Source: an optimization exercise on an open RTL-to-GDS flow (aim: small area). Production flows keep margins and buffers that such runs may drop. Function was checked by simulation only, so behaviour that the tests miss may differ from the original. Power figures rest on the tool's default switching activity, not on a simulated workload.

## design/flow/design.v

```verilog
module led_channel #(
    parameter NUM_LEDS = 16
) (
    input  wire        clk,
    input  wire        rst,
    input  wire        halted,
    input  wire [15:0] period_ticks,
    input  wire [15:0] one_duty,
    input  wire [15:0] zero_duty,
    input  wire [15:0] reset_periods,
    input  wire        refill,        
    input  wire [7:0]  fill_r,
    input  wire [7:0]  fill_g,
    input  wire [7:0]  fill_b,
    input  wire        start,         
    output wire        idle,          
    output wire        led_out
);
    localparam PIX_BYTES = 3 * NUM_LEDS;
    localparam PH_IDLE     = 2'd0;
    localparam PH_LEADING  = 2'd1;
    localparam PH_STREAM   = 2'd2;
    localparam PH_TRAILING = 2'd3;
    localparam FM_STOPPED = 2'd0;
    localparam FM_GAP     = 2'd1;
    localparam FM_STREAM  = 2'd2;
    reg [8*PIX_BYTES-1:0] pixels;
    reg [16*48-1:0]       scan;
    reg [1:0]  phase;
    reg [7:0]  next_pixel_index;
    reg [1:0]  feed_mode;
    reg [5:0]  feed_pos;
    reg [15:0] gap_left;
    reg        pend_gap;
    reg        pend_half_a;
    reg        pend_half_b;
    reg [15:0] ccr;
    reg [15:0] tick_cnt;
    reg        slot_on;
    assign idle    = (phase == PH_IDLE);
    assign led_out = !halted && slot_on && (tick_cnt < ccr);
    wire       ev_any  = pend_gap | pend_half_a | pend_half_b;
    wire       ev_gap  = pend_gap;
    wire       ev_half = !pend_gap && (pend_half_a || pend_half_b);
    wire       ev_h    = !pend_half_a;           
    wire [8:0] n_next  = {1'b0, next_pixel_index} + 9'd1;
    wire do_lead_done  = !halted && ev_gap  && phase == PH_LEADING;
    wire do_trail_done = !halted && ev_gap  && phase == PH_TRAILING;
    wire do_half       = !halted && ev_half && phase == PH_STREAM;
    wire do_last       = do_half && (n_next >= NUM_LEDS);
    wire do_reload     = do_half && !(n_next >= NUM_LEDS);
    wire do_other      = !halted && ev_any && !do_lead_done && !do_trail_done && !do_half;
    wire [8:0] reload_idx = n_next + 9'd1;
    function [23:0] pixel_at;
        input [8:0] idx;
        integer a;
        begin
            pixel_at = 24'd0;
            for (a = 0; a < NUM_LEDS; a = a + 1)
                if (idx == a)
                    pixel_at = pixels[24*a +: 24];
        end
    endfunction
    function [16*24-1:0] encode_pixel;
        input [8:0]  idx;
        input [23:0] pix;         
        integer k, j;
        begin
            encode_pixel = {16*24{1'b0}};
            if (idx < NUM_LEDS)
                for (k = 0; k < 3; k = k + 1)
                    for (j = 0; j < 8; j = j + 1)
                        encode_pixel[16*(8*k+j) +: 16] =
                            pix[8*k + 7 - j] ? one_duty : zero_duty;
        end
    endfunction
    wire [23:0]      pix0      = pixel_at(9'd0);
    wire [23:0]      pix1      = pixel_at(9'd1);
    wire [23:0]      pixr      = pixel_at(reload_idx);
    wire [16*24-1:0] enc0      = encode_pixel(9'd0, pix0);
    wire [16*24-1:0] enc1      = encode_pixel(9'd1, pix1);
    wire [16*24-1:0] encr      = encode_pixel(reload_idx, pixr);
    wire scan_clear = start || do_last;
    wire slot_end   = !slot_on || (tick_cnt == period_ticks - 16'd1);
    wire feed_en    = (feed_mode == FM_STREAM) || (feed_mode == FM_GAP && gap_left != 16'd0);
    wire do_fetch   = !halted && slot_end && feed_en;
    wire [5:0] feed_pos_inc = (feed_pos == 6'd47) ? 6'd0 : feed_pos + 6'd1;
    always @(posedge clk) begin
        if (rst)
            pixels <= {8*PIX_BYTES{1'b0}};
        else if (!halted && refill)
            pixels <= {NUM_LEDS{fill_b, fill_r, fill_g}};
    end
    always @(posedge clk) begin
        if (rst)
            scan <= {16*48{1'b0}};
        else if (scan_clear)
            scan <= {16*48{1'b0}};
        else if (do_lead_done)
            scan <= {enc1, enc0};
        else if (do_reload) begin
            if (ev_h)
                scan[16*24 +: 16*24] <= encr;
            else
                scan[0 +: 16*24] <= encr;
        end
    end
    always @(posedge clk) begin
        if (rst) begin
            phase            <= PH_IDLE;
            next_pixel_index <= 8'd0;
            feed_mode        <= FM_STOPPED;
            feed_pos         <= 6'd0;
            gap_left         <= 16'd0;
            pend_gap         <= 1'b0;
            pend_half_a      <= 1'b0;
            pend_half_b      <= 1'b0;
            ccr              <= 16'd0;
            tick_cnt         <= 16'd0;
            slot_on          <= 1'b0;
        end else if (!halted) begin
            if (do_fetch) begin
                tick_cnt <= 16'd0;
                slot_on  <= 1'b1;
            end else if (slot_end) begin
                slot_on  <= 1'b0;
                ccr      <= 16'd0;
            end else begin
                tick_cnt <= tick_cnt + 16'd1;
            end
            if (start) begin
                phase       <= PH_LEADING;
                gap_left    <= reset_periods;
                feed_pos    <= 6'd0;
                feed_mode   <= FM_GAP;
                pend_gap    <= 1'b0;
                pend_half_a <= 1'b0;
                pend_half_b <= 1'b0;
            end else if (do_lead_done) begin
                pend_gap         <= 1'b0;
                next_pixel_index <= 8'd0;
                feed_pos         <= 6'd0;
                feed_mode        <= FM_STREAM;
                phase            <= PH_STREAM;
            end else if (do_trail_done) begin
                feed_mode   <= FM_STOPPED;
                pend_gap    <= 1'b0;
                pend_half_a <= 1'b0;
                pend_half_b <= 1'b0;
                phase       <= PH_IDLE;
            end else if (do_half) begin
                next_pixel_index <= n_next[7:0];
                if (do_last) begin
                    pend_gap    <= 1'b0;
                    pend_half_a <= 1'b0;
                    pend_half_b <= 1'b0;
                    gap_left    <= reset_periods;
                    feed_pos    <= 6'd0;
                    feed_mode   <= FM_GAP;
                    phase       <= PH_TRAILING;
                end else if (ev_h) begin
                    pend_half_b <= 1'b0;
                end else begin
                    pend_half_a <= 1'b0;
                end
            end else if (do_other) begin
                if (ev_gap)
                    pend_gap <= 1'b0;
                else if (!ev_h)
                    pend_half_a <= 1'b0;
                else
                    pend_half_b <= 1'b0;
            end else if (do_fetch) begin
                ccr      <= scan[16*feed_pos +: 16];
                feed_pos <= feed_pos_inc;
                if (feed_mode == FM_GAP) begin
                    gap_left <= gap_left - 16'd1;
                    if (gap_left == 16'd1)
                        pend_gap <= 1'b1;
                end else begin
                    if (feed_pos == 6'd23)
                        pend_half_a <= 1'b1;
                    if (feed_pos == 6'd47)
                        pend_half_b <= 1'b1;
                end
            end
        end
    end
endmodule
module led_can_node #(
    parameter NUM_LEDS = 16
) (
    input  wire        clk,
    input  wire        rst,
    input  wire        init,
    input  wire [15:0] cfg_period_ticks,
    input  wire [15:0] cfg_one_duty,
    input  wire [15:0] cfg_zero_duty,
    input  wire [15:0] cfg_reset_periods,
    input  wire [7:0]  cfg_node_id,
    input  wire [31:0] now,
    input  wire        periodic,
    input  wire        rx_valid,
    output wire        rx_ready,
    input  wire        rx_ide,
    input  wire        rx_rtr,
    input  wire [28:0] rx_id,
    input  wire [3:0]  rx_dlc,
    input  wire [63:0] rx_data,       
    output reg         tx_valid,
    input  wire        tx_ready,
    output reg  [28:0] tx_id,
    output reg  [15:0] tx_data,       
    input  wire [3:0]  gpio_in,
    output reg  [3:0]  gpio_out,
    output wire [1:0]  led_out,
    output wire        fatal
);
    localparam MODE_DISABLED = 2'd0;
    localparam MODE_SOLID    = 2'd1;
    localparam MODE_RAINBOW  = 2'd2;
    localparam T_IDLE  = 3'd0;
    localparam T_FRAME = 3'd1;
    localparam T_PER   = 3'd2;
    localparam T_WAIT  = 3'd3;
    localparam T_SEND  = 3'd4;
    reg        inited;
    reg        halted;
    reg [15:0] period_ticks, one_duty, zero_duty, reset_periods;
    reg [7:0]  node_id;
    wire cfg_ok = (cfg_zero_duty != 16'd0) && (cfg_zero_duty < cfg_one_duty) &&
                  (cfg_one_duty < cfg_period_ticks) && (cfg_reset_periods != 16'd0);
    always @(posedge clk) begin
        if (rst) begin
            inited        <= 1'b0;
            halted        <= 1'b0;
            period_ticks  <= 16'd0;
            one_duty      <= 16'd0;
            zero_duty     <= 16'd0;
            reset_periods <= 16'd0;
            node_id       <= 8'd0;
        end else if (init && !inited && !halted) begin
            if (cfg_ok) begin
                inited        <= 1'b1;
                period_ticks  <= cfg_period_ticks;
                one_duty      <= cfg_one_duty;
                zero_duty     <= cfg_zero_duty;
                reset_periods <= cfg_reset_periods;
                node_id       <= cfg_node_id;
            end else begin
                halted        <= 1'b1;    
            end
        end
    end
    assign fatal = halted;
    function [23:0] wheel;        
        input [7:0] w;
        reg [7:0] p, q, up;
        begin
            p = 8'd255 - w;
            if (p < 8'd85) begin
                up    = p + p + p;
                wheel = {up, 8'd0, 8'd255 - up};
            end else if (p < 8'd170) begin
                q     = p - 8'd85;
                up    = q + q + q;
                wheel = {8'd255 - up, up, 8'd0};
            end else begin
                q     = p - 8'd170;
                up    = q + q + q;
                wheel = {8'd0, 8'd255 - up, up};
            end
        end
    endfunction
    reg [1:0]  mode        [0:1];
    reg [23:0] color       [0:1];     
    reg [7:0]  wheel_phase [0:1];
    reg [31:0] last_update [0:1];
    reg [2:0]  tstate;
    reg        per_pend;        
    reg        per_ch;          
    reg        wait_ch;         
    reg        wait_per;        
    reg        f_ide, f_rtr;
    reg [28:0] f_id;
    reg [3:0]  f_dlc;
    reg [63:0] f_data;
    wire [1:0] ch_idle;
    assign rx_ready = inited && !halted && tstate == T_IDLE && !per_pend;
    wire [7:0] f_cmd    = f_id[15:8];
    wire       f_accept = f_ide && !f_rtr && f_id[7:0] == node_id;
    reg  [3:0] f_expect;
    always @(*) begin
        case (f_cmd)
            8'd0: f_expect = 4'd1;
            8'd1: f_expect = 4'd1;
            8'd2: f_expect = 4'd2;
            8'd3: f_expect = 4'd4;
            8'd4: f_expect = 4'd3;
            8'd5: f_expect = 4'd4;
            8'd6: f_expect = 4'd4;
            default: f_expect = 4'd0;
        endcase
    end
    wire       f_len_ok = f_cmd <= 8'd6 && f_dlc == f_expect;
    wire       f_run    = f_accept && f_len_ok;
    wire [7:0] f_mode   = f_data[7:0];
    wire       f_rgb    = f_run && (f_cmd == 8'd5 || f_cmd == 8'd6) && f_mode <= 8'd2;
    wire       f_ch     = (f_cmd == 8'd6);
    wire [1:0]  p_mode     = mode[per_ch];
    wire [31:0] p_elapsed  = now - last_update[per_ch];
    wire [31:0] p_interval = (p_mode == MODE_RAINBOW) ? 32'd100 : 32'd1000;
    wire        p_refresh  = p_elapsed > p_interval;
    wire [7:0]  p_wheel    = wheel_phase[per_ch] + 8'd1;
    reg         refill;
    reg         refill_ch;
    reg  [23:0] refill_rgb;     
    always @(*) begin
        refill     = 1'b0;
        refill_ch  = 1'b0;
        refill_rgb = 24'd0;
        if (!halted && tstate == T_FRAME && f_rgb) begin
            refill    = 1'b1;
            refill_ch = f_ch;
            case (f_mode[1:0])
                2'd0:    refill_rgb = 24'd0;
                2'd1:    refill_rgb = {f_data[31:24], f_data[23:16], f_data[15:8]};
                default: refill_rgb = wheel(8'd0);
            endcase
        end else if (!halted && tstate == T_PER && p_refresh) begin
            refill    = 1'b1;
            refill_ch = per_ch;
            case (p_mode)
                MODE_SOLID:   refill_rgb = color[per_ch];
                MODE_RAINBOW: refill_rgb = wheel(p_wheel);
                default:      refill_rgb = 24'd0;
            endcase
        end
    end
    wire       start_now = !halted && tstate == T_WAIT && ch_idle[wait_ch];
    wire [1:0] start     = {start_now && wait_ch, start_now && !wait_ch};
    always @(posedge clk) begin
        if (rst) begin
            tstate         <= T_IDLE;
            per_pend       <= 1'b0;
            per_ch         <= 1'b0;
            wait_ch        <= 1'b0;
            wait_per       <= 1'b0;
            f_ide          <= 1'b0;
            f_rtr          <= 1'b0;
            f_id           <= 29'd0;
            f_dlc          <= 4'd0;
            f_data         <= 64'd0;
            tx_valid       <= 1'b0;
            tx_id          <= 29'd0;
            tx_data        <= 16'd0;
            gpio_out       <= 4'd0;
            mode[0]        <= MODE_DISABLED;
            mode[1]        <= MODE_DISABLED;
            color[0]       <= 24'd0;
            color[1]       <= 24'd0;
            wheel_phase[0] <= 8'd0;
            wheel_phase[1] <= 8'd0;
            last_update[0] <= 32'd0;
            last_update[1] <= 32'd0;
        end else if (!halted) begin
            case (tstate)
                T_IDLE: begin
                    if (per_pend) begin
                        per_pend <= 1'b0;
                        per_ch <= 1'b0;
                        tstate <= T_PER;
                    end else if (rx_valid && rx_ready) begin
                        f_ide  <= rx_ide;
                        f_rtr  <= rx_rtr;
                        f_id   <= rx_id;
                        f_dlc  <= rx_dlc;
                        f_data <= rx_data;
                        tstate <= T_FRAME;
                    end
                end
                T_FRAME: begin
                    tstate <= T_IDLE;
                    if (f_run) begin
                        case (f_cmd)
                            8'd0: begin       
                                tx_valid <= 1'b1;
                                tx_id    <= {13'd0, 8'd0, f_data[7:0]};
                                tx_data  <= {4'd0, gpio_out, 4'd0, gpio_in};
                                tstate   <= T_SEND;
                            end
                            8'd1: gpio_out <= f_data[3:0];       
                            8'd2: begin       
                                if (f_data[7:0] >= 8'd1 && f_data[7:0] <= 8'd4 && f_data[15:8] <= 8'd1)
                                    gpio_out[f_data[1:0] - 2'd1] <= f_data[8];
                            end
                            8'd5, 8'd6: begin   
                                if (f_rgb) begin
                                    mode[f_ch] <= f_mode[1:0];
                                    if (f_mode[1:0] == MODE_SOLID)
                                        color[f_ch] <= {f_data[31:24], f_data[23:16], f_data[15:8]};
                                    if (f_mode[1:0] == MODE_RAINBOW)
                                        wheel_phase[f_ch] <= 8'd0;
                                    wait_ch  <= f_ch;
                                    wait_per <= 1'b0;
                                    tstate   <= T_WAIT;
                                end
                            end
                            default: ;          
                        endcase
                    end
                end
                T_PER: begin
                    if (p_refresh) begin
                        if (p_mode == MODE_RAINBOW)
                            wheel_phase[per_ch] <= p_wheel;
                        last_update[per_ch] <= now;
                        wait_ch  <= per_ch;
                        wait_per <= 1'b1;
                        tstate   <= T_WAIT;
                    end else if (!per_ch) begin
                        per_ch <= 1'b1;
                    end else begin
                        tstate <= T_IDLE;
                    end
                end
                T_WAIT: begin
                    if (ch_idle[wait_ch]) begin
                        if (wait_per && !per_ch) begin
                            per_ch <= 1'b1;
                            tstate <= T_PER;
                        end else begin
                            tstate <= T_IDLE;
                        end
                    end
                end
                T_SEND: begin
                    if (tx_ready) begin
                        tx_valid <= 1'b0;
                        tstate   <= T_IDLE;
                    end
                end
                default: tstate <= T_IDLE;
            endcase
            if (periodic && inited)
                per_pend <= 1'b1;
        end
    end
    genvar c;
    generate
        for (c = 0; c < 2; c = c + 1) begin : g_ch
            led_channel #(.NUM_LEDS(NUM_LEDS)) u_ch (
                .clk           (clk),
                .rst           (rst),
                .halted        (halted),
                .period_ticks  (period_ticks),
                .one_duty      (one_duty),
                .zero_duty     (zero_duty),
                .reset_periods (reset_periods),
                .refill        (refill && refill_ch == c),
                .fill_r        (refill_rgb[7:0]),
                .fill_g        (refill_rgb[15:8]),
                .fill_b        (refill_rgb[23:16]),
                .start         (start[c]),
                .idle          (ch_idle[c]),
                .led_out       (led_out[c])
            );
        end
    endgenerate
endmodule
```

## design/flow/run.sh

```bash
#!/bin/bash
# synth_recipe.tcl (not shown) runs the flow's synth.tcl, then flattens the netlist and writes it again
# the make line also repeats each setting of config.mk as NAME=value (left out here)
make -C /OpenROAD-flow-scripts/flow DESIGN_CONFIG=/design/flow/config.mk WORK_HOME=/design/flow/orfs CLKGATE_MAP_FILE= SYNTH_SCRIPT=/design/flow/synth_recipe.tcl finish
```

## design/flow/config.mk

```make
export PLATFORM = sky130hd
export DESIGN_NAME = led_can_node
export DESIGN_NICKNAME = led_can_node
export VERILOG_FILES = /design/flow/design.v
export SDC_FILE = /design/flow/constraint.sdc
export NUM_CORES = 4
export LEC_CHECK = 0
export CAP_MARGIN = 20
export CORE_MARGIN = 2
export CORE_UTILIZATION = 40
export SLEW_MARGIN = 20
```

## design/flow/constraint.sdc

```tcl
create_clock -name core_clock -period 10.0 [get_ports {clk}]
set_input_delay 2.0000 -clock core_clock [delete_from_list [all_inputs] [get_ports {clk}]]
set_output_delay 2.0000 -clock core_clock [all_outputs]
set_load 0.01 [all_outputs]
```

==> results.txt <==
-- cell type report --
cell class / instances / area, sq um
antenna: 12 / 30.0
clock buffer: 294 / 6110
clock inverter: 88 / 1190
fill: 23000 / 134000
inverter: 183 / 687
multi-input combinational: 6981 / 51500
sequential: 2011 / 41700
tap: 3202 / 4010
timing repair buffer: 364 / 3560
-- routing by layer --
metal | up-vias | wire length, um | global-route usage [%]
met5 | - | 16 | 0
met4 | 4 | 16600 | 12.6
met3 | 755 | 28100 | 4.81
met2 | 3487 | 150000 | 40.2
met1 | 40200 | 137000 | 34.2
li1 | 37500 | - | -
-- worst register-to-register path: stages, from the launching register on --
cell	delay (ns)
dfxtp_4	0.82
buf_4	0.53
mux2i_1	0.15
ha_1	0.23
a21oi_1	0.42
o21ai_0	0.23
o21ai_0	0.26
nand2b_1	0.08
a21oi_1	0.18
xnor2_1	0.17
ha_1	0.30
a211oi_1	0.33
nand2_1	0.09
a21oi_1	0.12
o21bai_1	0.15
nor2_1	0.10
nor4_4	0.31
nand4_4	0.50
nand4_1	0.29
buf_4	0.46
o21ai_1	0.39
-- stage by stage --
| step | std cells | hold slack [ns] |
|---|---|---|
| floorplan | 10400 | 0.432 |
| global placement | 12700 | 0.440 |
| detailed placement | 12700 | 0.447 |
| CTS | 13100 | 0.456 |
| global route | 13100 | 0.475 |
| finish | 13100 | 0.454 |
-- placed cells by master (no fill, tap or decap), drive strengths merged, types with 23 or more instances in the layout --
| cell type | n |
|---|---|
| dfxtp | 1879 |
| nor2 | 1849 |
| a211oi | 1638 |
| a22oi | 781 |
| mux4 | 465 |
| a21oi | 333 |
| nand2 | 312 |
| clkbuf | 294 |
| o21ai | 258 |
| clkdlybuf4s50 | 191 |
| inv | 190 |
| buf | 173 |
| ha | 158 |
| nand3 | 135 |
| edfxtp | 132 |
| mux2i | 126 |
| nor3 | 80 |
| and3 | 77 |
| xnor2 | 73 |
| and2 | 62 |
| a21o | 53 |
| clkinv | 53 |
| nor4 | 44 |
| o22ai | 39 |
| xor2 | 34 |
| nand4 | 33 |
| mux2 | 31 |
| conb | 29 |
| nor2b | 27 |
| a31oi | 26 |
| or3 | 24 |
| nand2b | 23 |
-- cell families (layout without fill, tap and decap cells) --
logic type / count (synthesis) / count (layout) / synth area share (%)
xor gates and xnor gates: 122 / 122 / 1.32
AOI/OAI and AO/OA: 3304 / 3304 / 24.2
muxes: 622 / 622 / 12.4
and+or+nand+nor: 2744 / 2744 / 12.0
other: 1 / 41 / 0.00383
DFF: 2011 / 2011 / 42.5
buffers and inverters: 1371 / 929 / 5.49
adders and majority gates: 160 / 160 / 2.06
-- worst max-delay path by stage --
stage / depth (start not counted) / endpoint / start / slack [ns]
after global routing: 20 / wheel_phase[0][7] / now[0] / 2.73
final: 20 / wheel_phase[1][6] / now[0] / 3.11
after CTS: 20 / wheel_phase[1][6] / now[0] / 2.97
after global placement: 20 / wheel_phase[0][5] / now[0] / 2.08
after floorplan: 18 / last_update[0][0] / now[0] / 2.06
after detailed placement: 20 / wheel_phase[1][6] / now[0] / 2.08
-- power groups by stage --
| stage | registers (uW) | logic [uW] | clock network, uW |
|---|---|---|---|
| global placement | 8560 | 2380 | 0 |
| finish | 8390 | 2510 | 8270 |
| global route | 8400 | 2650 | 8700 |
| CTS | 8390 | 2430 | 8370 |
| floorplan | 8420 | 1570 | 0 |
| detailed placement | 8560 | 2420 | 0 |
-- registers in the layout, summed over array words and instances, names as in the netlist, 32 cells and up, named ones only --
| register | count |
|---|---|
| g_ch.u_ch.ccr | 32 |
| color | 48 |
| last_update | 64 |
| f_data | 32 |
| g_ch.u_ch.scan | 1536 |
| g_ch.u_ch.gap_left | 32 |
| g_ch.u_ch.tick_cnt | 32 |
| g_ch.u_ch.pixels | 48 |
==> reports/summary.txt <==
critical path, cell by cell: clkdlybuf4s50_1 > inv_1 > ha_1 > fa_1 > nand2b_1 > a21o_1 > a211oi_1 > nor2b_1 > xnor2_1 > ha_1 > a211oi_1 > nand2_1 > a21oi_1 > o21bai_1 > nor2_1 > nor4_4 > nand4_4 > nand4_1 > buf_4 > o21ai_1
Final Max Tran Viols: 0
status: complete, no violations
PD cells: 176 nW/um^2
VDD IR max: 0.190 mV
CTS Sinks: 2011
gr ovfl total: 0
DIE AREA: 248000 sq um
Yosys cell types: 107
Hold Path Depth: 2
Worst Tran Pin Value: 1.24 ns
sequential power share: 43.8%
clock buffer depth: 3
Core Rows: 181
Post-Syn Area per Cell: 9.46 sq um
Synth area leaders: dfxtp_1 (38%), a211oi_1 (12%), mux4_2 (11%), nor2_1 (7.1%), a22oi_1 (6.0%)
clock power share: 43.1%
P_leak: 0.0329 uW
WL/cell: 25.3 um
Crit path buffers/inverters: 3
Worst Hold End: f_ide
cts bufs inserted: 209
post-synthesis async set-or-reset flop share: 0%
DR iter-0 viols: 9296
number of enable flip-flop cells after synthesis: 132
f_max: 145 MHz
final core utilization: 44.7%
Pre-antenna DRT Iters: 6
Crit Path Class: in -> reg
# DRC: 0
Slew headroom: 17.2%
Critical-path top delay cell: nand4_4
Ports: 267
Post-Route Setup TNS: 0 ns
slowest cell delay on critical path: 0.50 ns
Syn. warnings: 2
WP data required: 10.49 ns
Tmin final: 6.89 ns
most frequent cell after synthesis: dfxtp_1
Buffers on Ports: 192
final critical-path share of the clock period: 68.9%
Setup Buffers After CTS: 0
Post-Syn Area: 97800 sq um
Psw: 5490 uW
Arrival @ worst endpoint: 7.38 ns
pin count of the biggest net entering global routing: 267
DPL Wire Length: 202000 um
logic gate share of total power: 13.1%
top-area cell type share of the netlist area: 38.5%
Die Wd: 498 um
Detail Route Antenna Nets: 0
R2R depth: 20
Power, Total: 19200 uW
clock skew: 0.0471 ns
gr usage total: 25.7%
CP Launch Type: input port
final wirelength: 332000 um
Largest delay share family, worst path: compound AO/OA/AOI/OAI gates
H-tree levels: 4
Place WS: 2.08 ns
top cells by count, synth: dfxtp_1 (1879), nor2_1 (1848), a211oi_1 (1612)
reg2reg end: wheel_phase[1][6]
final instance area: 109000 sq um
initial antenna violation count: 20
final hold vios: 0
first-pass GRT wire length: 496000 um
RSZ-0062 raised after global routing: no
sequential-to-total area share from yosys stat: 42.5%
final net count: 10100
Via Count: 81900
critical path peak fanout: 41
routability congestion estimate from global placement: 0.891
cts repair resizes: 0
hold path startpoint: f_ide
Max Cap Violations: 0
largest area contributor in the netlist: dfxtp_1
Hold Buf Count CTS: 0
share of layout cells above drive strength 1: 12.5%
synth-to-layout area growth: 11.2%
Clock Latency Late Sink: 0.89 ns
Setup violations, final: 0
switching part of the total power: 28.6%
core region area: 243000 sq um
Pint: 13700 uW
Placed Area: 101000 sq um
routed vias/inst: 6.24
reg2reg setup slack: 3.48 ns
CTS tree: built
clock root cell: clkbuf_16
clk slew on worst S/H paths: 0.06 ns
crit end category: flop
Die Y: 498 um
final worst-path setup slack: 3.11 ns
Synth Flop Type: dfxtp_1
Synth Register Bits: 2011
vias in the first global route: 78800
post-synthesis cell count: 10300
HP Class: reg -> reg
initial core utilization: 40.2%

==> afterwards: timing with drivers on the ports <==
The flow's constraints put no driver on any port. The routed layout listed below was extracted and timed again, unchanged, in two steps.
Step 1 sets driving cells, clkbuf_16 on the clock port and buf_2 on the other inputs (assumed; they add their load-dependent delay and slew).
Step 2 times the ports against the registers' clock, not the clock port: input delays grow and output delays shrink by t, the midpoint of the rising clock arrivals with the driver on.
Three values: ideal ports, drivers, drivers and shift; two values: the first two.
shift t [ns]: 0.963
slack for setup (ns): 3.105 / 3.171 / 2.208
worst register clock-pin slew, ns: 0.07 / 0.07
cell pins on the clock port's net: 1
After both steps this run still meets setup and hold. The setup slack of this run moves by +0.066 ns with the drivers and by -0.897 ns with both steps.
